From an optimization exercise on the open Yosys and OpenROAD flow, aimed at small area, a short achievable clock period and few clock cycles per item; shortcuts taken in it are not production practice.
The RTL was checked by simulation tests, not by an equivalence proof against the original design.
Power figures rest on the tool's default switching activity, not on a simulated workload.

## flow/flow/run.sh

```bash
#!/bin/bash
# The standard layout, except that the port buffers are ordinary buf_4
# cells instead of the delay cells buffer_ports picks on its own.
set -euo pipefail
export BUFFER_PORTS_ARGS="-buffer_cell sky130_fd_sc_hd__buf_4"
bash standard.sh > standard.log 2>&1
```

## flow/standard.sh

```bash
#!/bin/bash
# synth_recipe.tcl (not shown) runs the flow's synth.tcl, then flattens the netlist and writes it again
# the make line also repeats each setting of config.mk as NAME=value (left out here)
make -C /OpenROAD-flow-scripts/flow DESIGN_CONFIG=/design/flow/config.mk WORK_HOME=/design/flow/orfs CLKGATE_MAP_FILE= SYNTH_SCRIPT=/design/flow/synth_recipe.tcl "${@:-finish}"
```

## flow/config.mk

```make
export PLATFORM = sky130hd
export DESIGN_NAME = bitw_core
export DESIGN_NICKNAME = bitw_core
export VERILOG_FILES = /design/flow/design.v
export SDC_FILE = /design/flow/constraint.sdc
export NUM_CORES = 4
export LEC_CHECK = 0
export CAP_MARGIN = 20
export CORE_MARGIN = 2
export CORE_UTILIZATION = 40
export SETUP_SLACK_MARGIN = 3.25
export SLEW_MARGIN = 20
```

## flow/constraint.sdc

```tcl
create_clock -name core_clock -period 8.0 [get_ports {clk}]
set_input_delay 1.6000 -clock core_clock [delete_from_list [all_inputs] [get_ports {clk}]]
set_output_delay 1.6000 -clock core_clock [all_outputs]
set_load 0.01 [all_outputs]
```

## flow/design.v

```verilog
module bitw_core (
    input  wire        clk,
    input  wire        rst,           
    input  wire        cmd_valid,
    output wire        cmd_ready,
    input  wire [2:0]  cmd_op,
    input  wire [7:0]  cmd_n,         
    input  wire [31:0] cmd_arg,       
    input  wire [31:0] cmd_num,       
    input  wire [31:0] cmd_den,       
    output reg         rsp_valid,
    output reg  [2:0]  rsp_status,
    output reg  [31:0] rsp_val,
    output reg  [2:0]  rsp_nbytes,
    output reg  [31:0] rsp_bytes
);
    localparam [2:0] OP_INIT    = 3'd0,
                     OP_WRITE   = 3'd1,
                     OP_SIZE    = 3'd2,
                     OP_EXTRACT = 3'd3,
                     OP_CAP     = 3'd4;
    localparam [2:0] ST_OK       = 3'd0,
                     ST_RATE     = 3'd1,
                     ST_BITCOUNT = 3'd3,
                     ST_CAPACITY = 3'd4,
                     ST_ILLEGAL  = 3'd5;
    localparam [2:0] S_IDLE = 3'd0,    
                     S_WW   = 3'd1,    
                     S_XW   = 3'd2,    
                     S_I1   = 3'd3,    
                     S_IA   = 3'd4,    
                     S_IB   = 3'd5;    
    localparam [1:0] C_CAP = 2'd0,     
                     C_ARG = 2'd1,
                     C_NUM = 2'd2;
    reg [2:0]  state;
    reg [28:0] size_q;
    reg [28:0] cap_q;
    reg [7:1]  cb_q;        
    reg [2:0]  nb_q;
    reg [28:0] dq_q;        
    reg [3:0]  kp_q;        
    reg [30:0] den_q;
    reg [30:0] r_q;         
    reg [28:0] k_q;         
    reg        f32_q;       
    reg        f21_q;       
    reg        gst_q;       
    reg        gover_q;     
    reg [3:0]  gsat_q;      
    reg [2:0]  pk_q;
    reg [7:1]  pcb_q;
    reg [2:0]  pnb_q;
    reg        chained_q;
    reg        iok_q, irate_q, ierr_q, i32_q, i21_q, bf32_q, bf21_q;
    reg        lsm_q, lzero_q, lone_q;    
    reg        idir_q;                    
    reg [30:0] uR;
    reg [29:0] uQ;
    reg [1:0]  udp;         
    reg        uovf;
    reg [4:0]  uidx;
    reg        ucbit;
    reg        urun;
    reg        uvalid;
    reg        ufloor;      
    reg        ufirst;
    reg [1:0]  ucsel;
    function [4:0] msb_idx(input [30:0] v);
        integer i;
        begin
            msb_idx = 5'd0;
            for (i = 0; i < 31; i = i + 1)
                if (v[i]) msb_idx = i[4:0];
        end
    endfunction
    wire [30:0] c_src  = (ucsel == C_ARG) ? {2'b00, cmd_arg[28:0]} :
                         (ucsel == C_NUM) ? cmd_num[30:0] : {2'b00, cap_q};
    wire        ccap   = (ucsel == C_CAP);
    wire        c_zero = ccap ? (cap_q == 29'd0) : (ucsel == C_ARG) & lzero_q;
    wire        c_one  = ccap ? (cap_q == 29'd1) : (ucsel == C_ARG) & lone_q;
    wire [4:0]  idx0   = msb_idx(c_src);
    wire        ulast  = ufirst ? c_one : (uidx == 5'd0);
    wire        cbit   = ufirst | ucbit;
    wire [30:0] uRe    = ufirst ? 31'd0 : uR;      
    wire [29:0] uQe    = ufirst ? 30'd0 : uQ;
    wire [1:0]  udpe   = ufirst ? 2'd0 : udp;
    wire        uovfe  = ~ufirst & uovf;
    wire [33:0] opA = {2'b00, uRe, 1'b0};
    wire [33:0] opB = cbit ? {3'b000, r_q} : 34'd0;
    wire [33:0] nd1 = ~{3'b000, den_q};
    wire [33:0] nd2 = ~{2'b00, den_q, 1'b0};
    wire [33:0] s1  = opA ^ opB ^ nd1;
    wire [33:0] c1  = {(opA[32:0] & opB[32:0]) | (opA[32:0] & nd1[32:0]) | (opB[32:0] & nd1[32:0]), 1'b0};
    wire [33:0] s2  = opA ^ opB ^ nd2;
    wire [33:0] c2  = {(opA[32:0] & opB[32:0]) | (opA[32:0] & nd2[32:0]) | (opB[32:0] & nd2[32:0]), 1'b0};
    wire [33:0] uT  = opA + opB;
    wire [33:0] uS1 = s1 + c1 + 34'd1;
    wire [33:0] uS2 = s2 + c2 + 34'd1;
    wire        uge1 = ~uS1[33];
    wire        uge2 = ~uS2[33];
    wire [1:0]  ud   = {uge2, uge1 & ~uge2};
    wire [30:0] uRn  = uge2 ? uS2[30:0] : uge1 ? uS1[30:0] : uT[30:0];
    wire [31:0] uQn  = {1'b0, uQe, 1'b0} + (cbit ? {3'd0, k_q} : 32'd0) + {29'd0, udpe, 1'b0};
    wire        uovfn = uovfe | (uQn[31:30] != 2'b00);
    wire        ufast  = ~ufloor & ccap & (f32_q | f21_q);
    wire [29:0] gfast  = f32_q ? ({1'b0, cap_q} + {2'b00, cap_q[28:1]} + {29'd0, cap_q[0]})
                               : {cap_q, 1'b0};
    wire [4:0]  uidx_m1 = (ufirst ? idx0 : uidx) - 5'd1;
    wire        fland   = urun & ufirst & (c_zero | ufast);
    wire [28:0] gxtra   = f32_q ? ({1'b0, cap_q[28:1]} + {28'd0, cap_q[0]}) : cap_q;
    wire        fbig    = (gxtra[28:4] != 25'd0) | (dcomb[28:4] != 25'd0);
    wire [4:0]  fsum    = {1'b0, gxtra[3:0]} + {1'b0, dcomb[3:0]};
    wire [3:0]  gsat_f  = c_zero ? 4'd1 : (fbig | fsum[4]) ? 4'd15 : fsum[3:0];
    wire        gover_f = ~c_zero & (f32_q ? (cap_q >= 29'd178956971) : (cap_q > 29'h0800_0000));
    wire        rnz     = ~ufloor & (uR != 31'd0);
    wire [30:0] gs0     = {1'b0, uQ} + {29'd0, udp};       
    wire [30:0] gsum    = gs0 + {30'd0, rnz};              
    wire        gs0_zero = (uQ == 30'd0) & (udp == 2'd0);
    wire        uq_zero = gs0_zero & ~rnz;
    wire [28:0] g_eff   = {gsum[28:1], gsum[0] | uq_zero};  
    wire        gs0_hi  = gs0[30] | gs0[29];
    wire        gs0_lo0 = (gs0[27:0] == 28'd0);
    wire        gover   = uovf | gs0_hi | (gs0[28] & (~gs0_lo0 | rnz));
    wire idle    = (state == S_IDLE);
    wire ib_done = (state == S_IB) & uvalid & idir_q;    
    assign cmd_ready = (idle & ((cmd_op != OP_INIT) | iok_q)) | ib_done;
    wire acc     = cmd_valid & cmd_ready;
    wire [5:0]  n6   = cmd_n[5:0];
    wire        n_bad = (cmd_n > 8'd32);
    wire [3:0]  lo4  = {1'b0, nb_q} + {1'b0, n6[2:0]};
    wire [2:0]  kin  = n6[5:3] + {2'b00, lo4[3]};
    wire [2:0]  nbin = lo4[2:0];
    wire [5:0]  tot  = {kin, nbin};
    wire [5:0]  a40nb = 6'd40 - {3'd0, nb_q};         
    wire [5:0]  shamt = a40nb - n6;                   
    wire [39:0] ashift = {8'd0, cmd_arg} << shamt;
    wire [7:0]  cbmask = ~(8'hFF >> nb_q);
    wire [39:0] stream = {cb_q, 1'b0, 32'd0} | (ashift & ~{cbmask, 32'd0});
    reg  [31:0] wbytes;
    reg  [7:1]  cbin;
    integer j;
    always @(*) begin
        for (j = 0; j < 4; j = j + 1)
            wbytes[8*j +: 8] = (j < kin) ? stream[39-8*j -: 8] : 8'd0;
        case (kin)
        3'd0: cbin = stream[39:33];
        3'd1: cbin = stream[31:25];
        3'd2: cbin = stream[23:17];
        3'd3: cbin = stream[15:9];
        default: cbin = stream[7:1];
        endcase
    end
    wire [29:0] groom0    = uQ + {28'd0, udp} - {1'b0, size_q};
    wire        ginc      = rnz | gs0_zero;                
    wire [28:0] dcomb = cap_q - size_q;                
    wire        room_nz = (dq_q[28:4] != 25'd0) | (dq_q[3:0] != kp_q) | kp_q[3];
    wire [4:0]  room_t = {1'b0, dq_q[3:0]} - {kp_q[3], kp_q};
    wire [3:0]  room_s = ((dq_q[28:4] != 25'd0) | room_t[4]) ? 4'd15 : room_t[3:0];
    wire        fit0   = ({1'b0, n6[5:3]} <= room_s);
    wire        fit1   = ({1'b0, n6[5:3]} + 4'd1 <= room_s);
    wire        room_ok = lo4[3] ? fit1 : fit0;
    wire [3:0]  gsat_d = ((groom0[29:4] != 26'd0) | (groom0[3:0] == 4'hF)) ? 4'd15
                                                                          : groom0[3:0] + {3'd0, ginc};
    wire        gv2    = uvalid & gst_q;                   
    wire [3:0]  groom_s = gsat_q - kp_q;
    wire        gfit0   = ({1'b0, n6[5:3]} <= groom_s);
    wire        gfit1   = ({1'b0, n6[5:3]} + 4'd1 <= groom_s);
    wire        gbig    = lo4[3] ? gfit1 : gfit0;          
    wire        groom_ok = (groom0[29:3] != 27'd0) | ({1'b0, groom0[2:0]} + {3'd0, ginc} >= {1'b0, pk_q});
    wire [2:0]  inc_r = (state == S_WW) ? pk_q : {2'b00, (nb_q != 3'd0)};
    wire [3:0]  size_lo  = {1'b0, size_q[2:0]} + {1'b0, inc_r};
    wire [3:0]  size_low = {1'b0, size_q[2:0]} + {1'b0, kin};
    wire [25:0] size_flip = size_q[28:3] ^ (size_q[28:3] + 26'd1);
    wire [28:0] size_inc = {size_q[28:3] ^ (size_flip & {26{size_lo[3]}}), size_lo[2:0]};
    wire [28:0] size_incw = {size_q[28:3] ^ (size_flip & {26{size_low[3]}}), size_low[2:0]};
    wire rate_bad = (cmd_den == 32'd0) | cmd_num[31] | (cmd_num <= cmd_den);
    wire l_bad    = (cmd_arg > 32'h1000_0000);
    wire is32 = (cmd_num == 32'd3) & (cmd_den == 32'd2);
    wire is21 = (cmd_num == 32'd2) & (cmd_den == 32'd1);
    wire lsm  = (cmd_arg[31:27] == 5'd0);
    wire ifast = (is32 | is21) & lsm;      
    wire iseen = idle & cmd_valid & (cmd_op == OP_INIT) & ~iok_q;
    reg        cap_we;
    reg [28:0] cap_d;
    reg        ustart;       
    reg        ustart_floor;
    reg [1:0]  ustart_csel;
    always @(*) begin
        cap_we = 1'b0;
        cap_d  = cap_q;
        ustart = 1'b0;
        ustart_floor = 1'b0;
        ustart_csel  = C_CAP;
        case (state)
        S_IDLE: if (iseen & ifast) begin
            cap_we = 1'b1; cap_d = cmd_arg[28:0];
        end else if (acc) begin
            case (cmd_op)
            OP_WRITE: if (!n_bad && !room_ok && gv2 && !gover_q && gbig) begin
                cap_we = 1'b1; cap_d = g_eff;
            end
            OP_EXTRACT: if (nb_q == 3'd0 || room_nz || (gv2 && !gover_q)) begin
                cap_we = 1'b1; cap_d = size_inc;
            end
            default: ;
            endcase
        end
        S_WW: if (uvalid) begin
            cap_we = 1'b1;
            cap_d  = gover ? (chained_q ? rsp_val[28:0] : cap_q) : g_eff;
        end
        S_XW: if (uvalid) begin
            cap_we = 1'b1;
            cap_d  = gover ? cap_q : size_inc;
        end
        S_I1: begin
            ustart = 1'b1;
            ustart_floor = ~(i32_q | i21_q);
            ustart_csel  = (i32_q | i21_q) ? C_ARG : C_NUM;
        end
        S_IA: if (uvalid) begin
            ustart = 1'b1;
            ustart_csel = C_ARG;
        end
        S_IB: if (uvalid) begin
            cap_we = 1'b1;                  
            cap_d  = gover ? cap_q : gsum[28:0];
        end
        default: ;
        endcase
    end
    always @(posedge clk) begin
        if (rst) begin
            state     <= S_IDLE;
            size_q    <= 29'd0;
            cap_q     <= 29'd0;
            cb_q      <= 7'd0;
            nb_q      <= 3'd0;
            dq_q      <= 29'd0;
            kp_q      <= 4'd0;
            gst_q     <= 1'b0;
            den_q     <= 31'd2;
            r_q       <= 31'd1;
            k_q       <= 29'd1;
            f32_q     <= 1'b1;
            f21_q     <= 1'b0;
            iok_q     <= 1'b0;
            irate_q   <= 1'b0;
            ierr_q    <= 1'b0;
            rsp_valid <= 1'b0;
            urun      <= 1'b0;
            uvalid    <= 1'b1;        
            uQ        <= 30'd0;
            uR        <= 31'd0;
            udp       <= 2'd0;
            uovf      <= 1'b0;
            ufloor    <= 1'b0;
            ufirst    <= 1'b0;
            ucsel     <= C_CAP;
        end else begin
            rsp_valid <= 1'b0;
            if (urun) begin
                if (ufirst && (c_zero || ufast)) begin
                    uR     <= 31'd0;
                    uQ     <= c_zero ? 30'd0 : gfast;
                    udp    <= 2'd0;
                    uovf   <= 1'b0;
                    ufirst <= 1'b0;
                    urun   <= 1'b0;
                    uvalid <= 1'b1;
                end else begin
                    ufirst <= 1'b0;
                    uR   <= uRn;
                    uQ   <= uQn[29:0];
                    udp  <= ud;
                    uovf <= uovfn;
                    if (ulast) begin
                        urun   <= 1'b0;
                        uvalid <= 1'b1;
                    end else begin
                        uidx  <= uidx_m1;
                        ucbit <= c_src[uidx_m1];
                    end
                end
            end
            if (cap_we | ustart) begin
                ufloor <= ustart_floor;
                ucsel  <= ustart_csel;
                ufirst <= 1'b1;
                urun   <= 1'b1;
                uvalid <= 1'b0;
            end
            if (cap_we)
                cap_q <= cap_d;
            gst_q   <= (uvalid | fland) & ~cap_we & ~ustart;
            gover_q <= fland ? gover_f : gover;
            gsat_q  <= fland ? gsat_f : gsat_d;
            if (state == S_IDLE || state == S_XW) begin
                dq_q <= dcomb;
                kp_q <= 4'd0;
            end
            case (state)
            S_IDLE: begin
                if (acc) begin
                    rsp_valid  <= 1'b1;
                    rsp_status <= ST_OK;
                    rsp_val    <= 32'd0;
                    rsp_nbytes <= 3'd0;
                    rsp_bytes  <= 32'd0;
                    case (cmd_op)
                    OP_INIT: begin
                        iok_q <= 1'b0;
                        if (irate_q)
                            rsp_status <= ST_RATE;
                        else if (ierr_q)
                            rsp_status <= ST_CAPACITY;
                    end
                    OP_WRITE: begin
                        if (n_bad)
                            rsp_status <= ST_BITCOUNT;
                        else if (room_ok || (gv2 && !gover_q && gbig)) begin
                            size_q     <= size_incw;
                            dq_q       <= room_ok ? dcomb : groom0[28:0];
                            kp_q       <= {1'b0, kin} - {3'd0, ginc & ~room_ok};
                            cb_q       <= cbin;
                            nb_q       <= nbin;
                            rsp_nbytes <= kin;
                            rsp_bytes  <= wbytes;
                        end else if (gv2 && gover_q)
                            rsp_status <= ST_CAPACITY;
                        else begin
                            rsp_valid  <= 1'b0;
                            rsp_nbytes <= kin;
                            rsp_bytes  <= wbytes;
                            rsp_val    <= {3'd0, cap_q};    
                            chained_q  <= 1'b0;
                            pk_q       <= kin;
                            pcb_q      <= cbin;
                            pnb_q      <= nbin;
                            state      <= S_WW;
                        end
                    end
                    OP_SIZE:
                        rsp_val <= {3'd0, size_inc};
                    OP_EXTRACT: begin
                        if (nb_q == 3'd0) begin
                            rsp_val <= {3'd0, size_q};
                            dq_q    <= 29'd0;
                        end else if (room_nz || (gv2 && !gover_q)) begin
                            size_q     <= size_inc;
                            dq_q       <= 29'd0;
                            cb_q       <= 7'd0;
                            nb_q       <= 3'd0;
                            rsp_val    <= {3'd0, size_inc};
                            rsp_nbytes <= 3'd1;
                            rsp_bytes  <= {24'd0, cb_q, 1'b0};
                        end else if (gv2 && gover_q)
                            rsp_status <= ST_CAPACITY;
                        else begin
                            rsp_valid <= 1'b0;
                            state     <= S_XW;
                        end
                    end
                    OP_CAP:
                        rsp_val <= {3'd0, cap_q};
                    default:
                        rsp_status <= ST_ILLEGAL;
                    endcase
                end else if (iseen & ifast) begin
                    den_q  <= cmd_den[30:0];
                    f32_q  <= is32;
                    f21_q  <= is21;
                    r_q    <= {30'd0, is32};
                    k_q    <= {27'd0, is21, is32};
                    size_q <= cmd_arg[28:0];
                    cb_q   <= 7'd0;
                    nb_q   <= 3'd0;
                    idir_q <= 1'b1;
                    state  <= S_IB;
                end else if (iseen) begin
                    idir_q  <= 1'b0;
                    irate_q <= rate_bad;
                    ierr_q  <= l_bad;
                    i32_q   <= is32;
                    i21_q   <= is21;
                    lsm_q   <= (cmd_arg[31:27] == 5'd0);
                    lzero_q <= (cmd_arg == 32'd0);
                    lone_q  <= (cmd_arg == 32'd1);
                    if (rate_bad || l_bad)
                        iok_q <= 1'b1;
                    else
                        state <= S_I1;
                end
            end
            S_WW: if (uvalid) begin
                if (gover) begin
                    rsp_valid  <= 1'b1;
                    rsp_status <= ST_CAPACITY;
                    rsp_val    <= 32'd0;
                    rsp_nbytes <= 3'd0;
                    rsp_bytes  <= 32'd0;
                    state      <= S_IDLE;
                end else begin
                    chained_q <= 1'b1;
                    if (groom_ok) begin
                        size_q     <= size_inc;
                        dq_q       <= groom0[28:0];
                        kp_q       <= {1'b0, pk_q} - {3'd0, ginc};
                        cb_q       <= pcb_q;
                        nb_q       <= pnb_q;
                        rsp_valid  <= 1'b1;
                        rsp_status <= ST_OK;
                        rsp_val    <= 32'd0;
                        state      <= S_IDLE;
                    end
                end
            end
            S_XW: if (uvalid) begin
                rsp_valid <= 1'b1;
                state     <= S_IDLE;
                if (gover) begin
                    rsp_status <= ST_CAPACITY;
                    rsp_val    <= 32'd0;
                    rsp_nbytes <= 3'd0;
                    rsp_bytes  <= 32'd0;
                end else begin
                    size_q     <= size_inc;
                    dq_q       <= 29'd0;
                    cb_q       <= 7'd0;
                    nb_q       <= 3'd0;
                    rsp_status <= ST_OK;
                    rsp_val    <= {3'd0, size_inc};
                    rsp_nbytes <= 3'd1;
                    rsp_bytes  <= {24'd0, cb_q, 1'b0};
                end
            end
            S_I1: begin
                rsp_val   <= {1'b0, den_q};
                rsp_bytes <= {1'b0, r_q};
                dq_q      <= k_q;
                bf32_q    <= f32_q;
                bf21_q    <= f21_q;
                den_q     <= cmd_den[30:0];
                f32_q     <= i32_q;
                f21_q     <= i21_q;
                if (i32_q | i21_q) begin
                    r_q   <= {30'd0, i32_q};
                    k_q   <= {27'd0, i21_q, i32_q};
                    state <= S_IB;
                end else begin
                    r_q   <= 31'd1;         
                    k_q   <= 29'd0;
                    state <= S_IA;
                end
            end
            S_IA: if (uvalid) begin
                r_q   <= uR;
                k_q   <= (uovf | gs0_hi) ? 29'h1FFF_FFFF : gs0[28:0];
                state <= S_IB;
            end
            S_IB: if (uvalid) begin
                state <= S_IDLE;
                if (idir_q) begin
                    rsp_valid  <= 1'b1;
                    rsp_status <= ST_OK;
                    rsp_val    <= 32'd0;
                    rsp_nbytes <= 3'd0;
                    rsp_bytes  <= 32'd0;
                    dq_q       <= groom0[28:0];
                    kp_q       <= {4{rnz}};
                end else
                    iok_q <= 1'b1;
                if (gover) begin
                    ierr_q <= 1'b1;
                    den_q  <= rsp_val[30:0];
                    r_q    <= rsp_bytes[30:0];
                    k_q    <= dq_q;
                    f32_q  <= bf32_q;
                    f21_q  <= bf21_q;
                end else begin
                    size_q <= cmd_arg[28:0];
                    cb_q   <= 7'd0;
                    nb_q   <= 3'd0;
                end
            end
            default: state <= S_IDLE;
            endcase
        end
    end
endmodule
```

==> key figures, run 1 <==
Min path
  • Hold crit path type: reg2reg
  • Hold path start: ierr_q$_SDFFE_PP0P_

Synth
  • Mapped cell area: 0.04339 mm^2
  • Synth Warn #: 1
  • Post-synth EDFFs: 101
  • Top FF cell, synth: dfxtp_1
  • Synth area leader: dfxtp_1
  • Synthesized Nets: 6325
  • Top post-synthesis cells by count: nand2_1 (544), nor2_1 (540), a21oi_1 (403)
  • #FFs+latches synth: 372
  • Synth unique cells: 95
  • Synth top area share: 12.50%
  • Post-synth ARST share: 0%
  • Most frequent cell after synthesis: nand2_1
  • Syn_area_per_cell: 7.562 um^2
  • Sequential-to-total area share from yosys stat: 19.49%
  • Syn Inst Count: 5738
  • Top cells by area, synth: dfxtp_1 (13%), ha_1 (12%), edfxtp_1 (7.0%)

Timing
  • Worst slew pin tran: 1.308 ns
  • Hold slack: 0.5096 ns
  • Period utilization: 61.11%
  • Final Hold Viols: 0
  • Fin. max-slew vios: 0
  • Setup tns final: 0 ns
  • RSZ-0062 raised after global routing: true
  • Fmax: 0.2046 GHz
  • Final Critical Period: 4.889 ns
  • Worst Skew: 0.03274 ns
  • Final setup vio count: 0
  • Slew headroom: 12.68%

Placement
  • I/O Buffers: 180
  • Post-DP HPWL: 177100 um
  • GPL Wtd Cong: 1.075
  • Placed cell area: 0.04653 mm^2

Critical path
  • Crit path max-delay cell type: dfxtp_1
  • Delay-heaviest family, CP: compound AO/OA/AOI/OAI gates
  • Crit Path Max Fanout: 8
  • Crit path cell chain: inv_1 -> ha_1 -> ha_1 -> a21o_1 -> a21o_1 -> a221oi_2 -> a21oi_2 -> o41a_1 -> mux2i_2 -> a21oi_2 -> nand3_2 -> buf_12 -> o21ai_4 -> buf_6 -> nor2_4 -> buf_6 -> a32o_1
  • Element type at the critical path start: flop
  • Max stage delay on crit path: 0.65 ns
  • WP data required: 8.52 ns
  • WS Path Type: reg2reg
  • CP Capture Type: flop
  • Crit path arrival time: 5.41 ns
  • Critical path buffer and inverter count: 4

CTS
  • Clock transition at path regs: 0.07 ns
  • TritonCTS buffer count: 48
  • Post-CTS Hold Buffers: 0
  • Clk buf depth: 3
  • TritonCTS clock tree: yes
  • CTS sink cnt: 372
  • H-tree Lvls: 2
  • Clock insertion delay at the later pin of the skew report: 0.66 ns
  • Root Buffer: clkbuf_16

GRT
  • Global-route wire length before repair: 330700 um
  • Vias in the first global route: 46010
  • Total track usage: 40.37%
  • Pin count of the biggest net entering global routing: 90
  • Antenna violations before repair: 6
  • Grt ovf: 0

Power and ir drop
  • Power density over cell area: 422.6 mW/mm^2
  • P_leak: 21.62 nW
  • Peak supply drop: 0.3214 mV

Detailed routing
  • Drt via density: 6.846
  • Drc violations: 0
  • Antenna viol nets, final: 0
  • WL/cell: 32.66 um
  • WL final: 241300 um
  • Drt pass-1 iters: 10
  • Initial DRC count: 7701
  • Vias: 50570

Outcome
  • Status: finished clean

Floorplanning
  • Row count: 120
  • Die height: 333.4 um
  • Chip width: 333.4 um
  • Core Box Area: 0.1074 mm^2
  • I/O Pins: 182
  • Die area: 0.1111 mm^2
  • Initial core utilization: 40.42%

Flow run
  • # Max-Cap Violations: 0

Final layout
  • Final Cell Area: 0.05304 mm^2
  • Area Overhead vs Synth: 22.25%
  • Fillers: 10550
  • Share of cells above drive strength 1: 19.13%
  • Final Util: 49.41%
  • Final nets: 6524
[flip-flops by register name, indices dropped and copies added, names as in the netlist, 29 cells and up, named ones only]
name,cells
rsp_val,31
uR,31
dq_q,29
r_q,31
uQ,30
rsp_bytes,32
k_q,29
den_q,31
cap_q,29
[per-layer routing]
layer | GRT usage [%] | part of all wire (%) | vias to the layer above
met1 | 50.07 | 37 | 24140
met2 | 60.50 | 42 | 3704
met4 | 33.53 | 10 | 8
met3 | 7.838 | 11 | 1018
met5 | 0.3040 | 0.028 | -
li1 | - | - | 21700
[layout by cell type (no fill, tap or decap), types with 106 or more instances in the layout]
cell type,count
a21oi_1,377
nor3_1,109
xnor2_1,171
dfxtp_1,212
o21ai_0,334
nand2_1,526
nand3_1,119
inv_1,380
a31oi_1,123
a22oi_1,106
ha_1,367
nor2_1,474
buf_4,416
[worst register-to-register path, cell delays in order (launching register included)]
cell,delay (ns)
dfxtp_1,0.65
inv_1,0.31
ha_1,0.37
ha_1,0.41
a21o_1,0.19
a21o_1,0.19
a221oi_2,0.31
a21oi_2,0.12
o41a_1,0.52
mux2i_2,0.22
a21oi_2,0.27
nand3_2,0.15
buf_12,0.19
o21ai_4,0.26
buf_6,0.16
nor2_4,0.06
buf_6,0.19
a32o_1,0.21
[cells by family after synthesis]
logic type	Yosys count	synth area share, %
buffers and inverters	758	6.664
other	1	0.008643
and+or+nand+nor	1870	20.52
xor gates and xnor gates	287	5.793
DFF	372	19.49
adders and majority gates	477	15.10
muxes	113	3.414
AOI/OAI and AO/OA	1860	29.00
[path summary, 6_finish.rpt]
| kind | slack [ns] | endpoint | cells past startpoint |
|---|---|---|---|
| setup reg to reg | 3.11 | flop | 17 |
| setup / recovery | 3.11 | flop | 17 |
| hold reg to reg | 0.51 | ierr_q$_SDFFE_PP0P_ | 2 |
| hold / removal | 0.51 | ierr_q$_SDFFE_PP0P_ | 2 |
[metrics by stage]
step	cells	setup slack, ns	power [mW]
finish	7387	3.111	22.42
detailed placement	7108	1.482	16.41
global route	7378	3.060	23.12
global placement	7107	1.512	16.41
CTS	7268	3.156	20.10
floorplan	5738	3.240	11.53
[repair_timing]
item                                    CTS  global route
cloned                                   11            20
setup buffers                            61            90
gates resized for setup                 229           442
pin swaps                                50           167
endpoints found under the setup margin  367           305
[power breakdown]
part / switching [mW] / internal [mW]
sequential: 0.843 / 2.40
combinational: 10.4 / 6.40
clock: 1.05 / 1.37
[final cells by class]
type / count / area, um^2 / share of cell area, %
multi-input cells: 4615 / 34810 / 65.62
clock buffers: 69 / 1383 / 2.606
flip-flops and latches: 372 / 8554 / 16.13
inverters: 401 / 1523 / 2.871
diodes: 9 / 22.52 / 0.04246
well taps: 1403 / 1755 / 3.309
repair buffers: 499 / 4730 / 8.916
clock inverters: 19 / 267.8 / 0.5048
Testbench counts, summed over its fixed seeds: cycles 29,572, cmds 24,000.
==> run 2, diff against run 1 <==
--- a/flow/design.v
+++ b/flow/design.v
@@ -169,3 +169,3 @@
     wire        gbig    = lo4[3] ? gfit1 : gfit0;          
-    wire        groom_ok = (groom0[29:3] != 27'd0) | ({1'b0, groom0[2:0]} + {3'd0, ginc} >= {1'b0, pk_q});
+    wire        groom_ok = (gsat_q >= {1'b0, pk_q});       
     wire [2:0]  inc_r = (state == S_WW) ? pk_q : {2'b00, (nb_q != 3'd0)};
@@ -208,9 +208,9 @@
         end
-        S_WW: if (uvalid) begin
+        S_WW: if (gv2) begin
             cap_we = 1'b1;
-            cap_d  = gover ? (chained_q ? rsp_val[28:0] : cap_q) : g_eff;
+            cap_d  = gover_q ? (chained_q ? rsp_val[28:0] : cap_q) : g_eff;
         end
-        S_XW: if (uvalid) begin
+        S_XW: if (gv2) begin
             cap_we = 1'b1;
-            cap_d  = gover ? cap_q : size_inc;
+            cap_d  = gover_q ? cap_q : size_inc;
         end
@@ -395,4 +395,4 @@
             end
-            S_WW: if (uvalid) begin
-                if (gover) begin
+            S_WW: if (gv2) begin
+                if (gover_q) begin
                     rsp_valid  <= 1'b1;
@@ -418,6 +418,6 @@
             end
-            S_XW: if (uvalid) begin
+            S_XW: if (gv2) begin
                 rsp_valid <= 1'b1;
                 state     <= S_IDLE;
-                if (gover) begin
+                if (gover_q) begin
                     rsp_status <= ST_CAPACITY;
--- a/flow/config.mk
+++ b/flow/config.mk
@@ -9,4 +9,4 @@
 export CORE_MARGIN = 2
-export CORE_UTILIZATION = 40
-export SETUP_SLACK_MARGIN = 3.25
+export CORE_UTILIZATION = 35
+export SETUP_SLACK_MARGIN = 3.5
 export SLEW_MARGIN = 20
==> key figures, run 2 <==
GRT
  • Total track usage: 37.55%
  • Grt ovf: 0
  • Global-route wire length before repair: 343800 um
  • Pin count of the biggest net entering global routing: 93
  • Vias in the first global route: 45750
  • Antenna violations before repair: 11

Synth
  • Post-synth ARST share: 0%
  • Sequential-to-total area share from yosys stat: 19.77%
  • Post-synth EDFFs: 101
  • Synth area leader: dfxtp_1
  • Most frequent cell after synthesis: nand2_1
  • Synth unique cells: 100
  • #FFs+latches synth: 373
  • Top FF cell, synth: dfxtp_1
  • Synth Warn #: 1
  • Synth top area share: 12.70%
  • Top cells by area, synth: dfxtp_1 (13%), ha_1 (12%), edfxtp_1 (7.1%)
  • Syn_area_per_cell: 7.854 um^2
  • Synthesized Nets: 6045
  • Syn Inst Count: 5460
  • Top post-synthesis cells by count: nand2_1 (488), ha_1 (396), inv_1 (389)
  • Mapped cell area: 0.04288 mm^2

Flow run
  • # Max-Cap Violations: 0

Floorplanning
  • Initial core utilization: 35.23%
  • Core Box Area: 0.1217 mm^2
  • Chip width: 354.0 um
  • Die height: 354.0 um
  • Row count: 128
  • Die area: 0.1253 mm^2
  • I/O Pins: 182

Critical path
  • Crit path arrival time: 5.16 ns
  • Setup slack, reg-to-reg: 3.22 ns
  • Worst r2r dst: gsat_q[0]$_DFFE_PN_
  • Delay-heaviest family, CP: simple AND/OR/NAND/NOR gates
  • Crit path cell chain: inv_2 -> fa_1 -> inv_2 -> fa_2 -> xor2_1 -> and3_1 -> a211oi_2 -> nand4_1 -> a211o_1 -> or4_1 -> or4_4 -> or4_4 -> nor4b_4 -> a32oi_1
  • End point of the critical path: gsat_q[0]$_DFFE_PN_
  • Critical Path Source: udp[1]$_SDFFE_PP0P_
  • CP Capture Type: flop
  • Worst reg2reg startpoint: udp[1]$_SDFFE_PP0P_
  • WP data required: 8.38 ns
  • Levels on crit path: 14
  • Max stage delay on crit path: 0.51 ns
  • R2R depth: 14
  • WS Path Type: reg2reg
  • Crit path max-delay cell type: fa_1
  • Critical path buffer and inverter count: 2
  • Element type at the critical path start: flop
  • Crit Path Max Fanout: 5

Detailed routing
  • Drt pass-1 iters: 10
  • Drc violations: 0
  • Initial DRC count: 7245
  • Antenna viol nets, final: 0
  • Drt via density: 6.643
  • WL/cell: 33.21 um
  • Vias: 49500
  • WL final: 247500 um

Timing
  • Setup tns final: 0 ns
  • Final Hold Viols: 0
  • Final Critical Period: 4.780 ns
  • Final setup vio count: 0
  • Period utilization: 59.75%
  • Fin worst setup slack: 3.220 ns
  • Fmax: 0.2092 GHz
  • Worst slew pin tran: 1.197 ns
  • Fin. max-slew vios: 0
  • Worst Skew: 0.04273 ns
  • RSZ-0062 raised after global routing: true
  • Slew headroom: 19.87%

CTS
  • CTS sink cnt: 373
  • H-tree Lvls: 2
  • TritonCTS clock tree: yes
  • Clock transition at path regs: 0.06 ns
  • Clk buf depth: 3
  • Root Buffer: clkbuf_16
  • Clock insertion delay at the later pin of the skew report: 0.69 ns
  • TritonCTS buffer count: 50

Outcome
  • Status: finished clean

Power and ir drop
  • P_leak: 22.50 nW
  • Power density over cell area: 555.2 mW/mm^2
  • Peak supply drop: 0.9044 mV

Placement
  • I/O Buffers: 180
  • Pre-CTS setup slack: 1.972 ns
  • Post-DP HPWL: 179900 um
  • GPL Wtd Cong: 1.074

Final layout
  • Final nets: 6364
  • Top reg by flops: rsp_bytes
  • Share of cells above drive strength 1: 22.50%
  • Commonest non-fill, non-tap cell in the layout: buf_4
  • Area Overhead vs Synth: 26.78%
  • Number of flip-flops under the largest register name: 32
  • Most frequent cells in the layout: buf_4 (471), nand2_1 (447), inv_1 (363)

Min path
  • Hold crit path type: reg2reg
## run 2: cell types whose count changed in the layout (fill, tap and decap cells not counted), sizes merged, moves of 27 or more
cell | previous run | this run
nor2 | 540 | 387
buf | 480 | 573
a31oi | 127 | 67
o2bb2ai | 0 | 59
nand2 | 545 | 490
a21oi | 404 | 373
nand3 | 128 | 99
o311a | 5 | 34
mux2i | 76 | 104
o22ai | 54 | 27
## run 2: final cells by class
type                            count  area, um^2
Antenna cell                        6       15.01
Clock buffer                       64        1376
Clock inverter                     30       392.9
Fill cell                       12030       67350
Inverter                          393        1498
Multi-Input combinational cell   4384       35240
Sequential cell                   373        8543
Tap cell                         1625        2033
Timing Repair Buffer              577        5263
## run 2: worst reg2reg max path: cells and delay by family (launching register included)
| kind | cells | cell delay [ns] |
|---|---|---|
| AOI/OAI and AO/OA | 3 | 0.82 |
| xor gates and xnor gates | 1 | 0.27 |
| adders and majority gates | 2 | 0.87 |
| buffers and inverters | 2 | 0.11 |
| DFF | 1 | 0.42 |
| and+or+nand+nor | 6 | 2.03 |
## run 2: repair_timing
item,4_1_cts,5_1_grt
hold buffers,0,0
pin swaps,163,172
setup endpoints to repair,314,280
buffers inserted,153,87
gates resized for setup,473,317
endpoints found under the hold margin,0,0
cloned,22,3
## run 2: layer usage
layer	global-route usage (%)	share of wire, %	up-vias
met1	47.94	38	24070
met4	24.80	8.6	12
li1	-	-	21170
met2	54.95	41	3430
met3	10.52	12	821
met5	1.434	0.16	-
## run 2: cell families (layout without fill, tap and decap cells)
logic type                 count (synthesis)  after routing  synth area share [%]
and+or+nand+nor                         1647           1649                 18.87
DFF                                      373            373                 19.77
adders and majority gates                475            475                 15.24
buffers and inverters                    709           1064                 6.320
muxes                                    157            157                 4.450
other                                      1              7              0.008745
AOI/OAI and AO/OA                       1821           1825                 29.68
xor gates and xnor gates                 277            277                 5.658
## run 2: per-stage QoR
stage               area (um^2)  utilization [%]  power [mW]  hold slack [ns]  cells
finish                    54360            44.66       30.18           0.4798   7452
global route              54350            44.65       31.15           0.4929   7446
CTS                       52120            42.82       27.42           0.4743   7356
detailed placement        46420            38.14       20.03           0.4603   7087
global placement          46420            38.13       20.10           0.4579   7087
floorplan                 43180                -       14.29           0.4315   5460
## run 2: where the power goes
part	internal, mW	switching, mW
logic	10.4	14.2
registers	2.41	0.728
clock network	1.46	1.06
## run 2: how the worst min path moves through the flow
stage,depth (start not counted),startpoint,end
after global placement,1,k_q[4]$_SDFFE_PP0P_,k_q[4]$_SDFFE_PP0P_
after global routing,0,f21_q$_SDFFE_PP0P_,bf21_q$_DFFE_PP_
after detailed placement,1,k_q[8]$_SDFFE_PP0P_,k_q[8]$_SDFFE_PP0P_
after CTS,0,f21_q$_SDFFE_PP0P_,bf21_q$_DFFE_PP_
after floorplan,0,f21_q$_SDFFE_PP0P_,bf21_q$_DFFE_PP_
final,0,f21_q$_SDFFE_PP0P_,bf21_q$_DFFE_PP_
Testbench counts of run 2, summed over its fixed seeds: cycles 30,215, cmds 24,000.
==> run 3, diff against run 2 <==
--- a/flow/config.mk
+++ b/flow/config.mk
@@ -9,4 +9,4 @@
 export CORE_MARGIN = 2
-export CORE_UTILIZATION = 35
-export SETUP_SLACK_MARGIN = 3.5
+export CORE_UTILIZATION = 40
+export SETUP_SLACK_MARGIN = 3.25
 export SLEW_MARGIN = 20
==> key figures, run 3 <==
Flow run
  • # Max-Cap Violations: 0

Synth
  • Sequential-to-total area share from yosys stat: 19.77%
  • Synth area leader: dfxtp_1
  • Synth Warn #: 1
  • Most frequent cell after synthesis: nand2_1
  • XOR/XNOR Fraction of Synth Area: 5.658%
  • Syn Inst Count: 5460
  • Synth top area share: 12.70%
  • Post-synth ARST share: 0%
  • Top FF cell, synth: dfxtp_1
  • Largest family of logic cells by synthesized area: compound AO/OA/AOI/OAI gates
  • Syn_area_per_cell: 7.854 um^2
  • Post-synth EDFFs: 101
  • Top post-synthesis cells by count: nand2_1 (488), ha_1 (396), inv_1 (389)
  • Synthesized Nets: 6045
  • Top cells by area, synth: dfxtp_1 (13%), ha_1 (12%), edfxtp_1 (7.1%)
  • Synth Area in Simple Gates: 18.87%
  • Synth Area in Adders: 15.24%
  • Compound-Gate Fraction of Synth Area: 29.68%
  • Mapped cell area: 0.04288 mm^2
  • #FFs+latches synth: 373
  • Synth unique cells: 100
  • Multiplexer share of the synthesized area: 4.450%

CTS
  • H-tree Lvls: 2
  • CTS sink cnt: 373
  • TritonCTS buffer count: 50
  • Root Buffer: clkbuf_16
  • Post-CTS Hold Buffers: 0
  • Clock insertion delay at the later pin of the skew report: 0.65 ns
  • TritonCTS clock tree: yes
  • Clock transition at path regs: 0.06 ns
  • Clk buf depth: 3

Min path
  • Hold crit path type: reg2reg

Detailed routing
  • Antenna viol nets, final: 0
  • WL final: 224600 um
  • WL/cell: 31.90 um
  • Vias: 47440
  • Initial DRC count: 7026
  • Drt pass-1 iters: 9
  • Drc violations: 0
  • Drt via density: 6.737

Timing
  • Fin worst setup slack: 3.125 ns
  • Setup tns final: 0 ns
  • Slew headroom: 21.66%
  • Fmax: 0.2051 GHz
  • Worst slew pin tran: 1.175 ns
  • Final Critical Period: 4.875 ns
  • Fin. max-slew vios: 0
  • Worst Skew: 0.03093 ns
  • RSZ-0062 raised after global routing: true
  • Period utilization: 60.94%
  • Final setup vio count: 0
  • Final Hold Viols: 0

Final layout
  • Share of cells above drive strength 1: 14.78%
  • Final Non-Filler Cells: 7042
  • Fillers: 10600
  • Sequential cell area: 0.008521 mm^2
  • Final nets: 6174
  • Number of flip-flops under the largest register name: 32
  • Most frequent cells in the layout: nand2_1 (477), ha_1 (385), inv_1 (383)
  • Area taken by multi-input logic gates: 0.03311 mm^2
  • Area Overhead vs Synth: 16.26%
  • Commonest non-fill, non-tap cell in the layout: nand2_1
  • Top reg by flops: rsp_bytes

GRT
  • Grt ovf: 0
  • Vias in the first global route: 43540
  • Pin count of the biggest net entering global routing: 121
  • Total track usage: 38.73%
  • Antenna violations before repair: 13
  • Global-route wire length before repair: 315000 um

Floorplanning
  • Die area: 0.1098 mm^2
  • Initial core utilization: 40.17%
  • Die height: 331.4 um
  • Core Box Area: 0.1068 mm^2
  • I/O Pins: 182
  • Row count: 120
  • Chip width: 331.4 um

Placement
  • Post-DP HPWL: 171100 um
  • Placed cells: 6848
  • GPL Wtd Cong: 1.039
  • Pre-CTS setup slack: 1.653 ns
  • I/O Buffers: 180

Critical path
  • Crit path arrival time: 5.23 ns
  • WS Path Type: reg2reg
  • WP data required: 8.36 ns
  • Element type at the critical path start: flop
  • CP Capture Type: flop
  • Crit Path Max Fanout: 2

Power and ir drop
  • Peak supply drop: 0.4282 mV
  • Power density over cell area: 503.7 mW/mm^2
  • P_leak: 20.88 nW

Outcome
  • Status: finished clean
[run 3: cell types whose count changed in the layout (fill, tap and decap cells not counted), moves of 17 or more]
cell and delta:
mux2i_1 +20, ha_1 +41, a211oi_1 +17, buf_4 -112, nand2_2 -17, buf_6 -40
nand2_1 +30, o21ai_0 +28, ha_4 -37, inv_1 +20
[run 3: repair_timing]
action,4_1_cts,5_1_grt
pin swaps,42,59
setup endpoints to repair,325,251
buffers inserted,46,41
gates cloned,2,2
gates resized for setup,167,135
[run 3: worst paths after layout]
| kind | cells past startpoint | slack [ns] | endpoint | from |
|---|---|---|---|---|
| worst max-delay path | 16 | 3.13 | gsat_q[0]$_DFFE_PN_ | udp[1]$_SDFFE_PP0P_ |
| worst max register to register | 16 | 3.13 | gsat_q[0]$_DFFE_PN_ | udp[1]$_SDFFE_PP0P_ |
| worst min-delay path | 1 | 0.48 | k_q[13]$_SDFFE_PP0P_ | k_q[13]$_SDFFE_PP0P_ |
| worst min register to register | 1 | 0.48 | k_q[13]$_SDFFE_PP0P_ | k_q[13]$_SDFFE_PP0P_ |
[run 3: cells by family after synthesis]
logic type,count (synthesis)
flops,373
other cells,1
buf+inv,709
mux,157
compound gates,1821
fa+ha+maj,475
xor+xnor,277
simple gates,1647
[run 3: worst max-delay path, stage by stage, from the launching register on]
cell and delay [ns]:
dfxtp_2 0.33, buf_6 0.12, inv_2 0.04, fa_1 0.50, inv_2 0.07, fa_2 0.37, a21o_1 0.22, a21oi_2 0.18
xnor2_2 0.14, a211oi_4 0.27, nand4_1 0.27, a211o_1 0.35, or4_1 0.40, or4_4 0.45, or4_4 0.46, nor4b_4 0.29
a32oi_1 0.13
[run 3: per-stage QoR]
step / total power, mW / hold slack [ns] / area, um^2 / util (%)
after global placement: 19.73 / 0.4616 / 45880 / 42.98
after CTS: 23.48 / 0.4825 / 48820 / 45.73
final: 25.11 / 0.4816 / 49850 / 46.70
after detailed placement: 19.70 / 0.4699 / 45920 / 43.02
after floorplan: 14.18 / 0.4315 / 42980 / -
after global routing: 26.21 / 0.4919 / 49840 / 46.69
[run 3: final cells by class]
type                       count  area share (%)
antenna                        8         0.04016
clock buffer                  64           2.781
clock inverter                30          0.8483
inverter                     393           2.959
multi-input combinational   4381           66.42
sequential                   373           17.09
tap                         1403           3.521
timing repair buffer         390           6.335
[run 3: power breakdown]
part	total [mW]	leakage [nW]	switching [mW]	internal [mW]
logic	19.4	16.8	12.1	7.39
registers	3.11	3.17	0.708	2.40
clock network	2.55	0.869	1.03	1.52
[run 3: layer usage]
layer  wire [um]  part of all wire [%]  up-vias  GRT usage, %
met5          88                 0.039        -             0
met4       16360                   7.3       12         22.76
met3       29670                    13      674         12.60
met2       89930                    40     3131         55.11
met1       88570                    39    22900         50.85
li1            -                     -    20730             -
==> run 4, diff against run 3 <==
--- a/flow/config.mk
+++ b/flow/config.mk
@@ -10,3 +10,3 @@
 export CORE_UTILIZATION = 40
-export SETUP_SLACK_MARGIN = 3.25
+export SETUP_SLACK_MARGIN = 3
 export SLEW_MARGIN = 20
==> key figures, run 4 <==
Critical path
  • Element type at the critical path start: flop
  • Crit Path Max Fanout: 9
  • WP data required: 8.33 ns
  • WS Path Type: reg2reg
  • CP Capture Type: flop
  • Crit path arrival time: 5.35 ns

Timing
  • Worst Skew: 0.02184 ns
  • Final setup vio count: 0
  • Fin. max-slew vios: 0
  • Hold slack: 0.4763 ns
  • Worst slew pin tran: 1.193 ns
  • Slew headroom: 20.37%
  • Period utilization: 62.68%
  • Final Hold Viols: 0
  • Fmax: 0.1994 GHz
  • Final Critical Period: 5.014 ns
  • Setup tns final: 0 ns
  • RSZ-0062 raised after global routing: true

Synth
  • Top post-synthesis cells by count: nand2_1 (488), ha_1 (396), inv_1 (389)
  • Synthesized Nets: 6045
  • Synth area leader: dfxtp_1
  • Post-synth EDFFs: 101
  • Post-synth ARST share: 0%
  • Syn Inst Count: 5460
  • #FFs+latches synth: 373
  • Most frequent cell after synthesis: nand2_1
  • Mapped cell area: 0.04288 mm^2
  • Synth Warn #: 1
  • Syn_area_per_cell: 7.854 um^2
  • Synth unique cells: 100
  • Top FF cell, synth: dfxtp_1
  • Top cells by area, synth: dfxtp_1 (13%), ha_1 (12%), edfxtp_1 (7.1%)
  • Sequential-to-total area share from yosys stat: 19.77%
  • Synth top area share: 12.70%

GRT
  • Antenna violations before repair: 13
  • Global-route wire length before repair: 307900 um
  • Vias in the first global route: 42790
  • Grt ovf: 0
  • Total track usage: 37.64%
  • Pin count of the biggest net entering global routing: 96

Detailed routing
  • Vias: 47260
  • Drt via density: 6.762
  • Antenna viol nets, final: 0
  • WL/cell: 31.08 um
  • WL final: 217200 um
  • Initial DRC count: 7500
  • Drc violations: 0
  • Drt pass-1 iters: 12

Placement
  • Post-DP HPWL: 166500 um
  • GPL Wtd Cong: 1.049
  • Placed cells: 6844
  • I/O Buffers: 180

Floorplanning
  • Die area: 0.1098 mm^2
  • Initial core utilization: 40.17%
  • I/O Pins: 182
  • Die height: 331.4 um
  • Row count: 120
  • Core Box Area: 0.1068 mm^2
  • Chip width: 331.4 um

CTS
  • TritonCTS buffer count: 48
  • CTS sink cnt: 373
  • Clock transition at path regs: 0.06 ns
  • Clk buf depth: 3
  • Clock insertion delay at the later pin of the skew report: 0.64 ns
  • Root Buffer: clkbuf_16
  • TritonCTS clock tree: yes
  • H-tree Lvls: 2
  • Post-CTS Hold Buffers: 0

Final layout
  • Area Overhead vs Synth: 13.61%
  • Final Non-Filler Cells: 6989
  • Commonest non-fill, non-tap cell in the layout: nand2_1
  • Top reg by flops: rsp_bytes
  • Final nets: 6129
  • Share of cells above drive strength 1: 12.76%
  • Number of flip-flops under the largest register name: 32
  • Most frequent cells in the layout: nand2_1 (483), ha_1 (391), inv_1 (383)

Power and ir drop
  • Clock power share: 9.9%
  • Gate power share: 76.9%
  • Tot Pwr: 23.81 mW
  • Switching Share: 55.31%
  • Switch Pwr: 13.17 mW
  • Power density over cell area: 488.7 mW/mm^2
  • Internal: 10.64 mW
  • P_leak: 20.43 nW
  • Peak supply drop: 0.4428 mV
  • Sequential fraction of design power: 13.2%

Outcome
  • Status: finished clean

Min path
  • Hold crit path type: reg2reg

Flow run
  • # Max-Cap Violations: 0
## run 4: cell counts after synthesis
Identical to the previous run, type by type.
## run 4: final timing paths
check / endpoint / cells after the start / slack (ns) / from
setup / recovery: gsat_q[0]$_DFFE_PN_ / 14 / 2.99 / cap_q[13]$_SDFFE_PP0P_
hold / removal: ufloor$_SDFFE_PP0N_ / 2 / 0.48 / ufloor$_SDFFE_PP0N_
hold reg to reg: ufloor$_SDFFE_PP0N_ / 2 / 0.48 / ufloor$_SDFFE_PP0N_
setup reg to reg: gsat_q[0]$_DFFE_PN_ / 14 / 2.99 / cap_q[13]$_SDFFE_PP0P_
## run 4: layout make-up
class	instances	area (um^2)
Antenna cell	4	10.01
Clock buffer	60	1297
Clock inverter	28	322.8
Fill cell	10700	58030
Inverter	393	1479
Multi-Input combinational cell	4380	32550
Sequential cell	373	8529
Tap cell	1403	1755
Timing Repair Buffer	348	2774
## run 4: cells by family after synthesis
kind of cell	count (synthesis)	synth area share, %
buffers and inverters	709	6.320
adders and majority gates	475	15.24
AOI/OAI and AO/OA	1821	29.68
muxes	157	4.450
other	1	0.008745
DFF	373	19.77
and+or+nand+nor	1647	18.87
xor gates and xnor gates	277	5.658
## run 4: power groups by stage
stage | Combinational [mW] | Clock, mW | Sequential [mW]
2_1_floorplan | 11.4 | 0 | 2.77
3_3_place_gp | 16.3 | 0 | 3.12
3_5_place_dp | 16.3 | 0 | 3.11
4_1_cts | 17.0 | 2.35 | 3.07
5_1_grt | 19.4 | 2.42 | 3.14
6_report | 18.3 | 2.36 | 3.14
## run 4: worst max-delay path: stages (launching register included)
cell	delay, ns
dfxtp_2	0.55
buf_4	0.27
inv_1	0.08
ha_1	0.19
nand4_1	0.12
nor3_1	0.10
a32o_1	0.47
o211ai_1	0.47
nand4_1	0.29
a211o_1	0.34
or4_4	0.48
or4_4	0.43
or4_4	0.47
nor4b_4	0.30
a32oi_2	0.16
## run 4: timing repair
action | 4_1_cts | 5_1_grt
buffers inserted | 25 | 24
resized for setup | 98 | 97
cloned | 2 | 1
pin swaps | 21 | 25
hold endpoints to repair | 0 | 0
endpoints found under the setup margin | 277 | 204
## run 4: metrics by stage
step | setup slack, ns | area [um^2] | utilization, %
final | 2.986 | 48720 | 45.64
after global routing | 2.874 | 48710 | 45.63
after CTS | 3.000 | 48030 | 45.00
after detailed placement | 1.443 | 45820 | 42.92
after global placement | 1.541 | 45820 | 42.92
after floorplan | 2.996 | 42930 | -
## run 4: metal layers
layer  vias up  track usage (%)  part of all wire (%)
met3       630            10.70                    13
met5         -           0.9553                  0.11
met2      3225            52.89                    39
li1      20680                -                     -
met4        16            21.42                   7.0
met1     22710            51.13                    40

-- what the ideal ports hide --
In the flow no input, the clock included, has a driving cell. The finished layouts below were timed again as built, in two steps. Step 1 (the two cells are an assumption about what drives the block):
set clk [get_ports {clk}]
set_driving_cell -lib_cell sky130_fd_sc_hd__clkbuf_16 $clk
set_driving_cell -lib_cell sky130_fd_sc_hd__buf_2 [delete_from_list [all_inputs] $clk]
Step 2 times the ports against the registers' clock, not the clock port: input delays grow and output delays shrink by t, the midpoint of the rising clock arrivals with the driver on. a / b / c = no drivers / after step 1 / after step 2; a / b = the first two.
run | t (ns) | slack for setup (ns) | hold WS [ns] | clock arrival spread, ns | slew at the worst register clock pin (ns)
run 1 | 0.710 | 3.111 / 3.111 / 2.605 | 0.510 / 0.510 / 0.510 | 0.033 / 0.033 | 0.07 / 0.07
run 2 | 0.742 | 3.220 / 3.220 / 2.677 | 0.480 / 0.480 / 0.480 | 0.043 / 0.043 | 0.07 / 0.07
run 3 | 0.710 | 3.125 / 3.125 / 2.617 | 0.482 / 0.482 / 0.482 | 0.031 / 0.031 | 0.07 / 0.07
run 4 | 0.702 | 2.986 / 2.986 / 2.454 | 0.476 / 0.476 / 0.476 | 0.022 / 0.022 | 0.07 / 0.07
After both steps setup and hold are still met in every run listed. For run 2, which loses most, drivers alone change the setup slack by 0.000 ns; drivers and shift together by -0.543 ns.
